This is an optimization exercise on Yosys and OpenROAD, whose aim is small area, a short achievable clock period and few clock cycles per item, not a production implementation. Function was checked by simulation only, so behaviour that the tests miss may differ from the original.

File: design.v
module mdx_sample_alu (
    input  wire        clk,
    input  wire        rst_n,       
    input  wire        in_valid,
    output wire        in_ready,
    input  wire [1:0]  in_op,
    input  wire [31:0] in_a,
    input  wire [31:0] in_b,
    input  wire [31:0] in_c,
    output wire        out_valid,
    input  wire        out_ready,
    output wire [31:0] out_data
);
    localparam [31:0] QNAN = 32'h7FC00000;
    localparam [1:0] OP_WIN  = 2'd0;
    localparam [1:0] OP_IFR  = 2'd1;
    localparam [1:0] OP_NORM = 2'd2;
    localparam [1:0] OP_ADD  = 2'd3;
    localparam integer DK = 5;
    localparam integer DN = 5;
    localparam integer DI = DK * DN;
    function [32:0] bka32;
        input [31:0] a;
        input [31:0] b;
        input        cin;
        reg   [31:0] p, g, pp;
        integer i, l;
        begin
            p  = a ^ b;
            g  = a & b;
            g[0] = g[0] | (p[0] & cin);
            pp = p;
            for (l = 0; l < 5; l = l + 1)
                for (i = 0; i < 32; i = i + 1)
                    if ((i % (2 << l)) == (2 << l) - 1) begin
                        g[i]  = g[i] | (pp[i] & g[i - (1 << l)]);
                        pp[i] = pp[i] & pp[i - (1 << l)];
                    end
            for (l = 3; l >= 0; l = l - 1)
                for (i = 0; i < 32; i = i + 1)
                    if (i >= (3 << l) - 1 && (i % (2 << l)) == (1 << l) - 1) begin
                        g[i]  = g[i] | (pp[i] & g[i - (1 << l)]);
                        pp[i] = pp[i] & pp[i - (1 << l)];
                    end
            bka32 = {g[31], p ^ {g[30:0], cin}};
        end
    endfunction
    function lt23;
        input [22:0] a;
        input [22:0] b;
        reg   [32:0] t;
        begin
            t    = bka32({9'd0, b}, {9'd0, ~a}, 1'b0);
            lt23 = t[23];
        end
    endfunction
    function [31:0] rnd_pack;
        input        s;
        input [9:0]  e;
        input [26:0] m;
        input        st;
        reg          inc;
        reg   [32:0] pk;
        begin
            inc = m[2] & (m[1] | m[0] | st | m[3]);
            pk  = bka32({1'b0, (m[26] ? e[7:0] : 8'd0), m[25:3]}, 32'd0, inc);
            if (!e[9] && (e[8] || e[7:0] == 8'hFF))
                rnd_pack = {s, 8'hFF, 23'd0};
            else
                rnd_pack = {s, pk[30:0]};
        end
    endfunction
    reg         s0_v;
    reg  [1:0]  op;
    reg  [31:0] ra, rb, rc;
    reg         hida, hidb;        
    reg  [6:0]  k;                 
    reg         scaled;            
    reg         a_hq, b_hq, xc_q, settle;
    reg         sp;                
    reg  [4:0]  sh;                
    reg         dv_run;
    reg         dv_run_s, dv_run_d;    
    reg         dv_lt;             
    reg  [3:0]  dv_cnt;
    reg  [27:0] dv_ws, dv_wc;      
    reg  [DI-1:0] dv_qp, dv_qn;    
    reg         t_v;
    reg  [31:0] rt, rcc;
    reg         t_add;
    reg         t_ph;              
    localparam integer QB = 2;     
    localparam integer QN = 1 << QB;
    reg  [31:0] qm [0:QN-1];
    reg  [QN-1:0] qr;              
    reg  [QB-1:0] qh, qt;
    reg  [QB:0] qc;
    reg         dv_bg;             
    reg  [22:0] dv_d;              
    reg  [9:0]  dv_e;
    reg         dv_sg;
    reg         ph_alloc;          
    reg  [QB-1:0] dv_slot;
    wire [7:0]  a_ef = ra[30:23];
    wire [7:0]  b_ef = rb[30:23];
    wire        a_fz = (ra[22:0] == 23'd0);
    wire        b_fz = (rb[22:0] == 23'd0);
    wire        a_e0 = (a_ef == 8'd0) & ~hida;
    wire        b_e0 = (b_ef == 8'd0) & ~hidb;
    wire        a_sub  = a_e0 & ~a_fz;
    wire        b_sub  = b_e0 & ~b_fz;
    wire        a_zero = a_e0 & a_fz;
    wire        b_zero = b_e0 & b_fz;
    wire        a_emax = (a_ef == 8'hFF);
    wire        b_emax = (b_ef == 8'hFF);
    wire        a_inf  = a_emax & a_fz;
    wire        b_inf  = b_emax & b_fz;
    wire        a_nan  = a_emax & ~a_fz;
    wire        b_nan  = b_emax & ~b_fz;
    wire        is_div  = (op == OP_NORM);
    wire        is_ifr  = (op == OP_IFR);
    wire        b_small = (b_ef <= 8'd12) & ~b_zero;
    wire        scl_pass = is_ifr & ~scaled & b_small;
    wire        ifr_fast = is_ifr & ~scaled & ~b_small;
    wire        x_const = xc_q;    
    wire        a_used  = ~x_const;
    wire        norm_a = a_used & a_sub;
    wire        norm_b = ~norm_a & b_sub;
    wire        normalising = norm_a | norm_b;
    wire [9:0]  a_ee = {2'b00, a_ef} | {9'd0, (a_ef == 8'd0)};
    wire [9:0]  b_ee = {2'b00, b_ef} | {9'd0, (b_ef == 8'd0)};
    wire [9:0]  k_se = {{3{k[6]}}, k};
    wire        x_s  = x_const ? 1'b0 : ra[31];
    wire [23:0] x_m  = x_const ? 24'h800000 : {a_hq, ra[22:0]};
    wire [9:0]  x_e  = scl_pass ? 10'd115 : (op == OP_ADD) ? 10'd127 : a_ee;
    wire        x_zero = ~x_const & a_zero;
    wire        x_inf  = ~x_const & a_inf;
    wire        x_nan  = ~x_const & a_nan;
    wire [23:0] y_m  = {b_hq, rb[22:0]};
    wire [9:0]  y_e  = ifr_fast ? (b_ee - 10'd12) : b_ee;
    wire        m_s  = x_s ^ rb[31];
    wire [9:0]  m_e  = x_e + y_e - 10'd126 - k_se;
    wire        m_nan  = x_nan | b_nan | (x_inf & b_zero) | (x_zero & b_inf);
    wire        m_inf  = x_inf | b_inf;
    wire        m_zero = x_zero | b_zero;
    wire        m_spec = m_nan | m_inf | m_zero;
    wire [31:0] m_spv  = m_nan ? QNAN : m_inf ? {m_s, 8'hFF, 23'd0} : {m_s, 31'd0};
    wire [47:0] prod = bmul(x_m, y_m);
    wire [27:0] m_w  = {prod[47:21], prod[20] | (prod[19:0] != 20'd0)};
    wire [9:0]  d_e  = a_ee - b_ee + 10'd127 - k_se - {9'd0, dv_lt};
    wire        d_nan  = a_nan | b_nan | (a_inf & b_inf) | (a_zero & b_zero);
    wire        d_inf  = a_inf | b_zero;
    wire        d_zero = a_zero | b_inf;
    wire        d_spec = d_nan | d_inf | d_zero;
    wire        d_s    = ra[31] ^ rb[31];
    wire [31:0] d_spv  = d_nan ? QNAN : d_inf ? {d_s, 8'hFF, 23'd0} : {d_s, 31'd0};
    wire [27:0] dv_d2 = {3'b000, 1'b1, (dv_run_d ? dv_d : rb[22:0]), 1'b0};
    wire [27:0] dv_d2f = {3'b000, 1'b1, dv_d, 1'b0};
    reg  [27:0] dv_s, dv_c, dv_s2, dv_c2, dv_m;
    reg  [3:0]  dv_yp, dv_yg;
    reg         dv_y3;
    reg  [DK-1:0] dv_pb, dv_nb;
    integer j;
    always @* begin
        dv_s = dv_run_s ? dv_ws : dv_lt ? {3'b000, 1'b1, ra[22:0], 1'b0}
                                      : {4'b0000, 1'b1, ra[22:0]};
        dv_c = dv_run_s ? dv_wc : 28'd0;
        for (j = DK - 1; j >= 0; j = j - 1) begin
            dv_s2 = {dv_s[26:0], 1'b0};
            dv_c2 = {dv_c[26:0], 1'b0};
            dv_yp = dv_s2[27:24] ^ dv_c2[27:24];
            dv_yg = dv_s2[27:24] & dv_c2[27:24];
            dv_y3 = dv_yp[3] ^ (dv_yg[2] | (dv_yp[2] & dv_yg[1]) |
                                (dv_yp[2] & dv_yp[1] & dv_yg[0]));
            dv_pb[j] = ~dv_y3;
            dv_nb[j] = dv_y3 & ~(&dv_yp);
            dv_m  = ({28{dv_pb[j]}} & ~dv_d2) | ({28{dv_nb[j]}} & dv_d2);
            dv_s  = dv_s2 ^ dv_c2 ^ dv_m;
            dv_c  = {(dv_s2[26:0] & dv_c2[26:0]) | (dv_s2[26:0] & dv_m[26:0]) |
                     (dv_c2[26:0] & dv_m[26:0]), dv_pb[j]};
        end
    end
    wire        dv_last = dv_run & (dv_cnt == DN - 1);
    reg         dv_done;
    wire [32:0] dv_wx  = bka32({4'd0, dv_ws}, {4'd0, dv_wc}, 1'b0);
    wire [27:0] dv_w   = dv_wx[27:0];
    wire        dv_neg = dv_w[27];
    wire [27:0] dv_cs  = dv_ws ^ dv_wc ^ dv_d2f;
    wire [27:0] dv_cc  = {(dv_ws[26:0] & dv_wc[26:0]) | (dv_ws[26:0] & dv_d2f[26:0]) |
                          (dv_wc[26:0] & dv_d2f[26:0]), 1'b0};
    wire [32:0] dv_wdx = bka32({4'd0, dv_cs}, {4'd0, dv_cc}, 1'b0);
    wire [27:0] dv_wd  = dv_wdx[27:0];
    wire        dv_nz  = dv_neg ? (dv_wd != 28'd0) : (dv_w != 28'd0);
    wire [32:0] dv_q0  = bka32({{(32-DI){1'b0}}, dv_qp}, {{(32-DI){1'b0}}, ~dv_qn}, 1'b1);
    wire [32:0] dv_q1  = bka32({{(32-DI){1'b0}}, dv_qp}, {{(32-DI){1'b0}}, ~dv_qn}, 1'b0);
    wire [DI-1:0] dv_q = dv_neg ? dv_q1[DI-1:0] : dv_q0[DI-1:0];
    wire [DI+26:0] dv_qx = {dv_q, 27'd0};
    wire [27:0] d_w = {dv_qx[DI+26:DI], (dv_qx[DI-1:0] != 0) | dv_nz};
    wire        r_fromt = sp;
    wire        r_div   = is_div;
    wire [27:0] r_w  = r_fromt ? rt[27:0] : r_div ? d_w : m_w;
    wire [9:0]  r_e0 = r_div ? d_e : m_e;
    wire        r_s  = r_div ? d_s : m_s;
    wire        r_top = r_w[27];
    wire [26:0] r_m  = (r_fromt | r_top) ? r_w[27:1] : r_w[26:0];
    wire        r_st = (r_fromt | r_top) ? r_w[0] : 1'b0;
    wire [9:0]  r_e  = r_fromt ? 10'd1 : r_top ? r_e0 : (r_e0 - 10'd1);
    wire [31:0] r_val = rnd_pack(r_s, r_e, r_m, r_st);
    wire        r_low = r_e0[9] | (r_e0[8:1] == 8'd0);       
    wire [9:0]  r_shn = 10'd1 - r_e0;
    wire [4:0]  r_shc = (r_shn[9:5] != 5'd0) ? 5'd31 : r_shn[4:0];
    wire [31:0] bg_val = rnd_pack(dv_sg, dv_e, d_w[27:1], d_w[0]);
    wire        div_wr = dv_bg & dv_done & ph_alloc;
    wire        q_hdiv = div_wr & (dv_slot == qh);
    assign out_valid = (qc != 0) & (qr[qh] | q_hdiv);
    assign out_data  = q_hdiv ? bg_val : qm[qh];
    wire        q_pop  = out_valid & out_ready;
    integer     qi;
    wire        q_full = qc[QB] & ~q_pop;
    wire        t_push = t_v & ~q_full;
    wire        t_free = ~t_v | t_push;
    wire        div_idle = ~dv_run & (~dv_done | div_wr);
    wire        dv_can = s0_v & is_div & ~sp & ~normalising & ~d_spec & div_idle;
    wire        d_norm = ~d_e[9] & (d_e != 10'd0);
    wire        bg_go  = dv_can & d_norm & t_free;
    wire        fg_go  = dv_can & ~d_norm;
    wire        dv_start = bg_go | fg_go;
    wire        fg_done = dv_done & ~dv_bg;
    wire        spec  = is_div ? d_spec : m_spec;
    wire        mul_ok = ~is_div & ~normalising & ~sp & ~settle & (m_spec | ~r_low);
    wire        div_ok = is_div & ~normalising & ~sp & (d_spec | (fg_done & ~r_low));
    wire        sp_ok  = sp & (sh == 5'd0);
    wire        res_ok = mul_ok | div_ok | sp_ok;
    wire [31:0] res_v  = (~sp & spec) ? (is_div ? d_spv : m_spv) : r_val;
    wire        to_rb  = scl_pass;
    wire        sp_go  = s0_v & ~sp & ~normalising & ~t_v & ~settle &
                         (is_div ? (~d_spec & fg_done & r_low) : (~m_spec & r_low));
    wire        s0_done = s0_v & res_ok & ~to_rb & t_free;
    wire        s0_free = s0_done | bg_go;
    wire [31:0] t_res = t_add ? fadd(rcc, rt) : rt;
    assign in_ready = ~s0_v | s0_free;
    always @(posedge clk) begin
        if (!rst_n) begin
            s0_v   <= 1'b0;
            t_v    <= 1'b0;
            sp     <= 1'b0;
            dv_run <= 1'b0;
            dv_run_s <= 1'b0;
            dv_run_d <= 1'b0;
            dv_done <= 1'b0;
            dv_bg  <= 1'b0;
            ph_alloc <= 1'b0;
            qh     <= 0;
            qt     <= 0;
            qc     <= 0;
        end else begin
            qc <= qc + t_push - q_pop;
            if (t_push)
                qt <= qt + 1'b1;
            if (q_pop)
                qh <= qh + 1'b1;
            if (t_push & t_ph)
                ph_alloc <= 1'b1;
            if (s0_free) begin
                t_v <= 1'b1;
            end else if (t_push) begin
                t_v <= 1'b0;
            end
            if (in_valid & in_ready) begin
                s0_v   <= 1'b1;
            end else if (s0_free) begin
                s0_v   <= 1'b0;
            end
            if ((fg_done & s0_done) | div_wr) begin
                dv_done  <= 1'b0;
                dv_bg    <= 1'b0;
                ph_alloc <= 1'b0;
            end
            if (dv_start) begin
                dv_run_s <= (DN > 1);
                dv_run_d <= (DN > 1);
            end else begin
                if (dv_run_s & (dv_cnt == DN - 1))
                    dv_run_s <= 1'b0;
                if (dv_run_d & (dv_cnt == DN - 1))
                    dv_run_d <= 1'b0;
            end
            if (dv_start) begin
                dv_bg  <= bg_go;
                dv_run <= (DN > 1);
                dv_cnt <= 4'd1;
                if (DN == 1)
                    dv_done <= 1'b1;
            end else if (dv_run) begin
                dv_cnt <= dv_cnt + 4'd1;
                if (dv_last) begin
                    dv_run  <= 1'b0;
                    dv_done <= 1'b1;
                end
            end
            if (sp_go) begin
                sp <= 1'b1;
            end else if (sp_ok & (to_rb | t_free)) begin
                sp <= 1'b0;
            end
        end
        for (qi = 0; qi < QN; qi = qi + 1) begin
            if (t_push && qt == qi) begin
                qm[qi] <= t_res;
                qr[qi] <= ~t_ph;
            end else if (div_wr && dv_slot == qi) begin
                qm[qi] <= bg_val;
                qr[qi] <= 1'b1;
            end
        end
        if (t_push & t_ph)
            dv_slot <= qt;
        if (dv_start) begin
            dv_d <= rb[22:0];
            dv_e <= d_e;
            dv_sg <= d_s;
        end
        if (s0_done) begin
            rt    <= res_v;
            rcc   <= rc;
            t_add <= (op == OP_IFR) | (op == OP_ADD);
            t_ph  <= 1'b0;
        end else if (bg_go) begin
            t_add <= 1'b0;
            t_ph  <= 1'b1;
        end else if (sp_go) begin
            rt    <= {4'd0, r_w};
            sh    <= r_shc;
        end else if (sp & ~sp_ok) begin
            rt[27:0] <= {1'b0, rt[27:2], rt[1] | rt[0]};
            sh       <= sh - 5'd1;
        end
        if (in_valid & in_ready)
            dv_lt <= lt23(in_a[22:0], in_b[22:0]);
        else if (s0_v & ~sp & norm_a)
            dv_lt <= lt23({ra[21:0], 1'b0}, rb[22:0]);
        else if (s0_v & ~sp & norm_b)
            dv_lt <= lt23(ra[22:0], {rb[21:0], 1'b0});
        if (in_valid & in_ready) begin
            op     <= in_op;
            ra     <= in_a;
            rb     <= in_b;
            rc     <= (in_op == OP_ADD) ? in_a : in_c;
            hida   <= 1'b0;
            hidb   <= 1'b0;
            k      <= 7'd0;
            scaled <= 1'b0;
            a_hq   <= (in_a[30:23] != 8'd0);
            b_hq   <= (in_b[30:23] != 8'd0);
            xc_q   <= (in_op == OP_ADD) |
                      ((in_op == OP_IFR) & (in_b[30:23] <= 8'd12) & (in_b[30:0] != 31'd0));
            settle <= 1'b0;
        end else if (s0_v & ~sp & norm_a) begin
            ra[22:0] <= {ra[21:0], 1'b0};
            hida     <= ra[22];
            a_hq     <= ra[22];
            k        <= k + 7'd1;
            settle   <= 1'b0;
        end else if (s0_v & ~sp & norm_b) begin
            rb[22:0] <= {rb[21:0], 1'b0};
            hidb     <= rb[22];
            b_hq     <= rb[22];
            k        <= is_div ? k - 7'd1 : k + 7'd1;
            settle   <= 1'b0;
        end else if (s0_v & to_rb & ((~sp & mul_ok) | sp_ok)) begin
            rb     <= res_v;
            hidb   <= 1'b0;
            k      <= 7'd0;
            scaled <= 1'b1;
            xc_q   <= 1'b0;
            settle <= 1'b1;
        end else if (settle) begin
            b_hq   <= (rb[30:23] != 8'd0);
            settle <= 1'b0;
        end
        if (dv_start | dv_run) begin
            dv_ws <= dv_s;
            dv_wc <= dv_c;
            dv_qp <= dv_run ? {dv_qp[DI-DK-1:0], dv_pb} : {{(DI-DK){1'b0}}, dv_pb};
            dv_qn <= dv_run ? {dv_qn[DI-DK-1:0], dv_nb} : {{(DI-DK){1'b0}}, dv_nb};
        end
    end
    function [47:0] bmul;
        input [23:0] a;
        input [23:0] b;
        reg   [26:0] bb;
        reg   [47:0] acc, ngv, kk;
        reg   [24:0] sel;
        reg          neg, one, two;
        integer i;
        begin
            bb  = {2'b00, b, 1'b0};
            acc = 48'd0;
            ngv = 48'd0;
            kk  = 48'd0;
            for (i = 0; i < 13; i = i + 1) begin
                neg = bb[2*i+2] & ~(bb[2*i+1] & bb[2*i]);
                one = bb[2*i+1] ^ bb[2*i];
                two = (bb[2*i+2] & ~bb[2*i+1] & ~bb[2*i]) |
                      (~bb[2*i+2] & bb[2*i+1] & bb[2*i]);
                sel = ({25{one}} & {1'b0, a}) | ({25{two}} & {a, 1'b0});
                acc = acc + ({22'd0, ~neg, sel ^ {25{neg}}} << (2*i));
                ngv[2*i] = neg;
                kk  = kk - (48'd1 << (25 + 2*i));
            end
            bmul = acc + ngv + kk;
        end
    endfunction
    function [4:0] tzc24;
        input [23:0] v;
        integer i;
        begin
            tzc24 = 5'd24;
            for (i = 23; i >= 0; i = i - 1)
                if (v[i]) tzc24 = i;
        end
    endfunction
    function [4:0] lzc32;
        input [31:0] v;
        reg [15:0] z1; reg [15:0] c1;
        reg [7:0]  z2; reg [15:0] c2;
        reg [3:0]  z3; reg [11:0] c3;
        reg [1:0]  z4; reg [7:0]  c4;
        integer i;
        begin
            for (i = 0; i < 16; i = i + 1) begin
                z1[i] = ~v[2*i+1] & ~v[2*i];
                c1[i] = ~v[2*i+1];
            end
            for (i = 0; i < 8; i = i + 1) begin
                z2[i] = z1[2*i+1] & z1[2*i];
                c2[2*i+1 -: 2] = z1[2*i+1] ? {1'b1, c1[2*i]} : {1'b0, c1[2*i+1]};
            end
            for (i = 0; i < 4; i = i + 1) begin
                z3[i] = z2[2*i+1] & z2[2*i];
                c3[3*i+2 -: 3] = z2[2*i+1] ? {1'b1, c2[4*i+1 -: 2]} : {1'b0, c2[4*i+3 -: 2]};
            end
            for (i = 0; i < 2; i = i + 1) begin
                z4[i] = z3[2*i+1] & z3[2*i];
                c4[4*i+3 -: 4] = z3[2*i+1] ? {1'b1, c3[6*i+2 -: 3]} : {1'b0, c3[6*i+5 -: 3]};
            end
            lzc32 = z4[1] ? {1'b1, c4[3:0]} : {1'b0, c4[7:4]};
        end
    endfunction
    function [31:0] fadd;
        input [31:0] x;
        input [31:0] y;
        reg          hx, hy, xz, yz, xn, yn, xi, yi, swp, sub, stk, sb;
        reg   [7:0]  exe, eye, eb, d;
        reg   [8:0]  dxy, dyx;
        reg   [23:0] mx, my, mb, ms;
        reg   [4:0]  tzx, tzy, tzs, nsh;
        reg   [26:0] xs;
        reg   [27:0] sum, mn;
        reg   [32:0] cmp, sm;
        reg   [31:0] lzv, msk;
        reg   [9:0]  e;
        begin
            hx  = (x[30:23] != 8'd0);
            hy  = (y[30:23] != 8'd0);
            xz  = ~hx & (x[22:0] == 23'd0);
            yz  = ~hy & (y[22:0] == 23'd0);
            xi  = (x[30:23] == 8'hFF) & (x[22:0] == 23'd0);
            yi  = (y[30:23] == 8'hFF) & (y[22:0] == 23'd0);
            xn  = (x[30:23] == 8'hFF) & (x[22:0] != 23'd0);
            yn  = (y[30:23] == 8'hFF) & (y[22:0] != 23'd0);
            exe = {x[30:24], x[23] | ~hx};
            eye = {y[30:24], y[23] | ~hy};
            mx  = {hx, x[22:0]};
            my  = {hy, y[22:0]};
            cmp = bka32({1'b0, y[30:0]}, {1'b0, ~x[30:0]}, 1'b0);
            swp = cmp[31];
            dxy = {1'b0, exe} - {1'b0, eye};
            dyx = {1'b0, eye} - {1'b0, exe};
            d   = swp ? dyx[7:0] : dxy[7:0];
            eb  = swp ? eye : exe;
            mb  = swp ? my : mx;
            ms  = swp ? mx : my;
            sb  = swp ? y[31] : x[31];
            sub = x[31] ^ y[31];
            tzx = tzc24(mx);
            tzy = tzc24(my);
            tzs = swp ? tzx : tzy;
            stk = ({3'd0, tzs} + 8'd3 < d);
            xs  = (d > 8'd26) ? 27'd0 : ({ms, 3'b000} >> d[4:0]);
            xs[0] = xs[0] | stk;
            sm  = bka32({5'd0, mb, 3'b000}, {5'd0, xs} ^ {32{sub}}, sub);
            sum = sm[27:0];
            msk = (eb > 8'd27) ? 32'd0 : (32'h80000000 >> eb[4:0]);
            lzv = {sum, 4'd0} | msk | 32'd1;
            nsh = lzc32(lzv);
            mn  = sum << nsh;
            e   = {2'b00, eb} + 10'd1 - {5'd0, nsh};
            if (xn | yn | (xi & yi & sub))
                fadd = QNAN;
            else if (xi)
                fadd = x;
            else if (yi)
                fadd = y;
            else if (xz & yz)
                fadd = {x[31] & y[31], 31'd0};
            else if (xz)
                fadd = y;
            else if (yz)
                fadd = x;
            else if (sum == 28'd0)
                fadd = 32'h00000000;
            else
                fadd = rnd_pack(sb, e, mn[27:1], mn[0]);
        end
    endfunction
endmodule
File: run.sh
#!/bin/bash
# synth_recipe.tcl (not shown) runs the flow's synth.tcl, then flattens the netlist and writes it again
# the make line also repeats each setting of config.mk as NAME=value (left out here)
make -C /OpenROAD-flow-scripts/flow DESIGN_CONFIG=/design/flow/config.mk WORK_HOME=/design/flow/orfs CLKGATE_MAP_FILE= SYNTH_SCRIPT=/design/flow/synth_recipe.tcl finish
File: config.mk
export PLATFORM = sky130hd
export DESIGN_NAME = mdx_sample_alu
export DESIGN_NICKNAME = mdx_sample_alu
export VERILOG_FILES = /design/flow/design.v
export SDC_FILE = /design/flow/constraint.sdc
export NUM_CORES = 4
export LEC_CHECK = 0
export ABC_AREA = 1
export CAP_MARGIN = 20
export CORE_MARGIN = 2
export CORE_UTILIZATION = 70
export SETUP_SLACK_MARGIN = 5
export SLEW_MARGIN = 20
File: constraint.sdc
create_clock -name core_clock -period 19.0 [get_ports {clk}]
set_input_delay 3.8000 -clock core_clock [delete_from_list [all_inputs] [get_ports {clk}]]
set_output_delay 3.8000 -clock core_clock [all_outputs]
set_load 0.01 [all_outputs]
==> reports/qor.txt, run 1 <==
Status - finished clean
Inst Count DP - 8450
Global route overflow - 0
Final Util - 75.9%
Multi-input logic area - 40300 µm²
Crit path DAT - 9.69 ns
CORE AREA - 84000 µm²
Synth async-reset ratio - 0%
Min Hold Slack - 0.404 ns
Slowest stage cell, crit path - edfxtp_1
Post-synthesis mux area share - 0.202%
Final period utilization - 71.0%
Worst skew pair latency - 0.66 ns
Clock Sinks - 474
PortBufs - 135
# hold bufs at CTS - 0
Dpl hpwl - 163 mm
Final critical-path required period - 13.49 ns
Initial Utilization - 70.8%
Reg area - 14000 µm²
Via count - 57500
Synth Instances - 7431
#FFs+latches synth - 474
Xor and xnor area share after synthesis - 6.94%
Worst-Margin Slew - 1.39 ns
Number of library cell types mapped by synthesis - 78
CP max stage delay - 0.72 ns
Top FF cell, synth - edfxtp_1
Register area share after synthesis - 23.5%
Setup TNS - 0 ns
Final Max Slew Viols - 0
Synth-to-layout area growth - 7.19%
Post-route clock skew - 0.0673 ns
Top Family by Delay on Critical Path - simple AND/OR/NAND/NOR gates
DRT iter0 DRCs - 8388
Root Driver - clkbuf_16
Die height - 295 µm
Placer Congestion - 1.07
Combinational family with the most area after synthesis - adder cells
Share of layout cells above drive strength 1 - 5.03%
Final WL - 215 mm
Relative slew slack - 6.52%
RSZ-0062 raised after global routing - yes
Most frequent cells in the layout - nand2_1, inv_1, o21ai_0
Max Clk Rate - 0.0741 GHz
Pin count of the biggest net entering global routing - 126
Chip width - 295 µm
Most common cell on crit path - nor2_1
Via count normalized by instance count - 6.70
Hold Violations, Final - 0
Buf+Inv Stages, Crit Path - 7
Vias in the first global route - 55300
Row count - 106
Setup crit end kind - primary output
Critical path required time - 15.20 ns
CTS tree - done
Critical Path Fanout Max - 5
Kind of critical path - flip-flop to primary output
GRT Resource Usage Total - 48.5%
Compound-Gate Fraction of Synth Area - 16.3%
Adder-cell share of the synthesized area - 26.7%
Clock buffer count from CTS - 54
Min-Delay Path Class - flip-flop to flip-flop
ANT nets after route - 0
Layout Nets - 8493
DR pass1 iterations - 9
Syn_area_per_cell - 8.00 µm²
Initial antenna violation count - 6
Max-cap violations - 0
I/O Pins - 136
Mapped Nets - 8536
YS warnings - 2
Reg clk slew, reported paths - 0.06 ns
CTS HTree Levels - 2
Die area - 87300 µm²
Drt drc - 0
Fill cells - 6269
Critical path startpoint category - flip-flop
Worst-case clock buffer depth - 3
Final Non-Filler Cells - 8572
Count of flip-flops with a built-in enable after synthesis - 446
Commonest non-fill, non-tap cell in the layout - nand2_1
Setup violators final - 0
Synth Area in Simple Gates - 17.1%
First-pass GRT wire length - 322 mm
Post-DR wirelength/cell - 25.1 µm
Cell Area, Synth - 59500 µm²
-- worst reg2reg max path: cells and delay by family (launching register included) --
family / cells / cell delay, ns
buffers and inverters: 15 / 2.74
DFF: 1 / 0.61
and+or+nand+nor: 17 / 2.32
xor gates and xnor gates: 2 / 0.49
AOI/OAI and AO/OA: 18 / 3.92
adders and majority gates: 9 / 2.84
-- area by class of cell --
| class | instances | area share [%] |
|---|---|---|
| antenna | 5 | 0.0196 |
| clock inverter | 42 | 0.632 |
| inverter | 1083 | 6.42 |
| timing repair inverter | 3 | 0.0275 |
| sequential | 474 | 21.9 |
| tap | 1134 | 2.23 |
| clock buffer | 59 | 2.16 |
| multi-input combinational | 5533 | 63.2 |
| timing repair buffer | 239 | 3.42 |
-- synthesized netlist by cell type, drive strengths merged (4+ instances only) --
| cell | number | share of area [%] |
|---|---|---|
| a22o | 13 | 0.19 |
| clkbuf | 273 | 1.7 |
| nand3b | 7 | 0.088 |
| nand4 | 103 | 1.1 |
| a31oi | 21 | 0.22 |
| o21bai | 20 | 0.25 |
| a221oi | 7 | 0.11 |
| buf | 71 | 0.69 |
| nor2 | 409 | 2.7 |
| dfxtp | 28 | 0.94 |
| xnor2 | 59 | 0.87 |
| and3 | 4 | 0.042 |
| nor3 | 56 | 0.51 |
| o221ai | 68 | 1.0 |
| o21a | 6 | 0.076 |
| a21o | 15 | 0.19 |
| mux2i | 12 | 0.20 |
| a211oi | 11 | 0.14 |
| fa | 447 | 15 |
| o41ai | 5 | 0.074 |
| nand3 | 348 | 3.0 |
| nor4 | 43 | 0.45 |
| ha | 556 | 12 |
| or2 | 31 | 0.33 |
| inv | 1066 | 6.7 |
| a2111oi | 5 | 0.074 |
| o311ai | 4 | 0.059 |
| o31ai | 4 | 0.050 |
| a31o | 4 | 0.059 |
| o211ai | 92 | 1.2 |
| edfxtp | 446 | 23 |
| a21oi | 394 | 3.4 |
| o2111ai | 5 | 0.074 |
| and2 | 8 | 0.088 |
| nand2 | 1349 | 8.7 |
| o22ai | 287 | 3.0 |
| nor3b | 5 | 0.063 |
| o21ai | 695 | 5.8 |
| clkinv | 17 | 0.11 |
| xor2 | 412 | 6.1 |
-- flip-flops by register name (all words and copies together) (netlist names), 5 cells and up --
signal,cells
dv_d,23
dv_e,10
dv_qn,25
dv_qp,25
dv_wc,25
dv_ws,27
k,7
qm,128
ra,32
rb,32
rc,32
rcc,32
rt,32
sh,5
-- final timing paths --
kind	slack, ns	start	endpoint	cells past startpoint
worst min-delay path	0.40	rc[20]	rcc[20]	0
worst max-delay path	5.51	rb[22]	in_ready	35
worst min register to register	0.40	rc[20]	rcc[20]	0
worst max register to register	5.76	rt[24]	qm[1][5]	61
-- metrics by stage --
stage / setup slack, ns / area [µm²]
floorplan: 7.62 / 59500
global placement: 5.34 / 61700
detailed placement: 5.03 / 61700
CTS: 5.06 / 63500
global route: 4.91 / 63700
finish: 5.51 / 63800
-- timing repair --
action / CTS / global route
gates resized for setup: 2 / 28
setup endpoints to repair: 4 / 173
buffers inserted: 1 / 7
gates cloned: 0 / 6
pin swaps: 0 / 4
-- layer usage --
metal | global-route usage [%] | part of all wire [%] | vias to the layer above
li1 | - | - | 25000
met1 | 58.0 | 33 | 26500
met2 | 73.7 | 43 | 4645
met3 | 15.4 | 14 | 1262
met4 | 35.5 | 9.3 | 10
met5 | 0.942 | 0.082 | -
-- cells by family (layout without fill, tap and decap cells) --
family,Yosys count,count (layout)
muxes,12,12
buffers and inverters,1427,1426
AOI/OAI and AO/OA,1676,1678
adders and majority gates,1003,1003
xor gates and xnor gates,471,471
and+or+nand+nor,2367,2368
DFF,474,474
other,1,6
Testbench counts, summed over its fixed seeds: cycles 26,696, items 24,000.
==> inputs of run 2 (changes only) <==
--- a/config.mk
+++ b/config.mk
@@ -9,5 +9,6 @@
 export CAP_MARGIN = 20
 export CORE_MARGIN = 2
 export CORE_UTILIZATION = 70
+export CTS_CLUSTER_SIZE = 30
 export SETUP_SLACK_MARGIN = 5
 export SLEW_MARGIN = 20
==> run 2 against run 1 <==
  * Utilization unchanged
  * Final cell count unchanged
  * Die area unchanged
  * Fmax unchanged
  * Critical endpoint unchanged
==> reports/qor.txt, run 2 <==
Critical path startpoint category - flip-flop
CP max stage delay - 0.72 ns (about the same)
CORE AREA - 84000 µm² (unchanged)
Global route overflow - 0 (unchanged)
Top Family by Delay on Critical Path - simple AND/OR/NAND/NOR gates
R2r endpoint - qm[1][5]
Leading area contributor after synthesis - edfxtp_1
Flop2flop setup slack - 5.76 ns (about the same)
Multi-input logic area - 40300 µm² (unchanged)
Final Worst Setup Slack - 5.51 ns (unchanged)
Top FF cell, synth - edfxtp_1
Fill cells - 6269 (unchanged)
Hold path cells - 0 (unchanged)
DR pass1 iterations - 9 (unchanged)
Post-route clock skew - 0.0673 ns (unchanged)
Count of flip-flops with a built-in enable after synthesis - 446 (unchanged)
Largest cells by area after synthesis - edfxtp_1, fa_1, ha_1, nand2_1, inv_1
Post-DR wirelength/cell - 25.1 µm (unchanged)
Worst-case clock buffer depth - 3 (unchanged)
Worst skew pair latency - 0.66 ns (about the same)
Worst-Margin Slew - 1.39 ns (unchanged)
Min Hold Slack - 0.404 ns (unchanged)
Root Driver - clkbuf_16
Layout Nets - 8493 (unchanged)
Top reg by flops - qm
PortBufs - 135 (unchanged)
Critical path required time - 15.20 ns (about the same)
Chip width - 295 µm (unchanged)
Initial antenna violation count - 6 (unchanged)
Hold Violations, Final - 0 (unchanged)
Number of library cell types mapped by synthesis - 78 (unchanged)
Top cell type's share of synthesized area - 22.5% (unchanged)
Final period utilization - 71.0% (unchanged)
ANT nets after route - 0 (unchanged)
Row count - 106 (unchanged)
Most frequent cells in the layout - nand2_1, inv_1, o21ai_0
Status - finished clean
Dpl hpwl - 163 mm (unchanged)
Setup violators final - 0 (unchanged)
Top-count cell post-synth - nand2_1
Mapped Nets - 8536 (unchanged)
Dpl ws - 5.03 ns (unchanged)
Placer Congestion - 1.07 (unchanged)
Via count - 57500 (unchanged)
Worst r2r src - rt[24]
Final WL - 215 mm (unchanged)
Setup TNS - 0 ns (unchanged)
Reg2reg path depth - 61 (unchanged)
Synth-to-layout area growth - 7.19% (unchanged)
Synth Instances - 7431 (unchanged)
Crit path DAT - 9.69 ns (about the same)
Final critical-path required period - 13.49 ns (unchanged)
CTS HTree Levels - 2 (unchanged)
Kind of critical path - flip-flop to primary output
Cell Area, Synth - 59500 µm² (unchanged)
Relative slew slack - 6.52% (unchanged)
Register area share after synthesis - 23.5% (unchanged)
Most common cell on crit path - nor2_1
Syn_area_per_cell - 8.00 µm² (unchanged)
Synth async-reset ratio - 0% (unchanged)
Die height - 295 µm (unchanged)
Pin count of the biggest net entering global routing - 126 (unchanged)
Max-cap violations - 0 (unchanged)
Share of layout cells above drive strength 1 - 5.03% (unchanged)
YS warnings - 2 (unchanged)
Post-route cell area - 63800 µm² (unchanged)
Hold wc startpoint - rc[20]
Buf+Inv Stages, Crit Path - 7 (unchanged)
Drt drc - 0 (unchanged)
Vias in the first global route - 55300 (unchanged)
DRT iter0 DRCs - 8388 (unchanged)
Reg clk slew, reported paths - 0.06 ns (about the same)
Reg area - 14000 µm² (unchanged)
RSZ-0062 raised after global routing - yes
Max FFs per register - 128 (unchanged)
Post-synth top cells - nand2_1, inv_1, o21ai_0
Hold EP - rcc[20]
Clock Sinks - 474 (unchanged)
Min-Delay Path Class - flip-flop to flip-flop
First-pass GRT wire length - 322 mm (unchanged)
Max Clk Rate - 0.0741 GHz (unchanged)
I/O Pins - 136 (unchanged)
GRT Resource Usage Total - 48.5% (unchanged)
Critical Path Fanout Max - 5 (unchanged)
Via count normalized by instance count - 6.70 (unchanged)
Die area - 87300 µm² (unchanged)
Initial Utilization - 70.8% (unchanged)
Slowest stage cell, crit path - edfxtp_1
#FFs+latches synth - 474 (unchanged)
Setup crit end kind - primary output
Clock buffer count from CTS - 54 (unchanged)
Placed cell area - 61700 µm² (unchanged)
Final Max Slew Viols - 0 (unchanged)
Commonest non-fill, non-tap cell in the layout - nand2_1
CTS tree - done
[run 2: layout make-up]
type / instances / share of cell area, %
multi-input cells: 5533 / 63.2
well taps: 1134 / 2.23
repair inverters: 3 / 0.0275
clock inverters: 42 / 0.632
diodes: 5 / 0.0196
repair buffers: 239 / 3.42
flip-flops and latches: 474 / 21.9
inverters: 1083 / 6.42
clock buffers: 59 / 2.16
[run 2: worst max path at each step]
stage               slack [ns]      endpoint      from  cells past startpoint
CTS                       5.06  out_data[30]  dv_qp[1]                     54
detailed placement        5.03     dv_ws[17]  dv_run_s                     50
finish                    5.51      in_ready    rb[22]                     35
global route              4.91  out_data[30]  dv_qp[1]                     54
global placement          5.34      dv_ws[3]  dv_run_s                     50
floorplan                 7.62  out_data[30]  dv_qp[1]                     53
[run 2: kinds of logic after synthesis]
logic type               synth area share, %
adder cells (fa/ha/maj)                 26.7
AND/OR/NAND/NOR                         17.1
flip-flops                              23.5
multiplexers                           0.202
buffers and inverters                   9.24
AO/OA/AOI/OAI                           16.3
other                                0.00630
XOR/XNOR                                6.94
[run 2: worst reg2reg max path, delay by kind of cell (launching register included)]
family	cells	cell delay, ns
flops	1	0.61
xor+xnor	2	0.49
compound gates	18	3.92
fa+ha+maj	9	2.84
buf+inv	15	2.74
simple gates	17	2.32
[run 2: metrics by stage]
step / util [%] / instances
2_1_floorplan: - / 7431
3_3_place_gp: 73.4 / 8449
3_5_place_dp: 73.5 / 8450
4_1_cts: 75.6 / 8552
5_1_grt: 75.9 / 8568
6_report: 75.9 / 8572
[run 2: what timing repair did]
item                       CTS  global route
pin swaps                    0             4
setup buffers                1             7
resized for setup            2            28
setup endpoints to repair    4           173
hold buffers                 0             0
gates cloned                 0             6
[run 2: per-layer routing]
layer  part of all wire [%]  GRT usage (%)  vias up
li1                       -              -    25000
met1                     33           58.0    26500
met2                     43           73.7     4645
met3                     14           15.4     1262
met4                    9.3           35.5       10
met5                  0.082          0.942        -

## re-timing with driven ports
In the flow no input, the clock included, has a driving cell. The finished layouts below were timed again as built, in two steps.
Step 1: set_driving_cell puts a clkbuf_16 on clk and a buf_2 on each other input, an assumption about the parent block.
Step 2 also shifts input and output timing later by t, the mid clock arrival at the registers, as if the neighbouring blocks saw the same clock.
a / b / c = ideal ports / drivers / drivers and shift; a / b = the first two.
run	shift t [ns]	slack for setup (ns)	hold slack, ns	worst setup path at the end	slew at the worst register clock pin (ns)
run 1	0.705	5.509 / 5.429 / 5.763	0.404 / 0.404 / 0.404	register to register	0.07 / 0.07
run 2	0.705	5.509 / 5.429 / 5.763	0.404 / 0.404 / 0.404	register to register	0.07 / 0.07
After both steps every run listed still meets setup and hold.
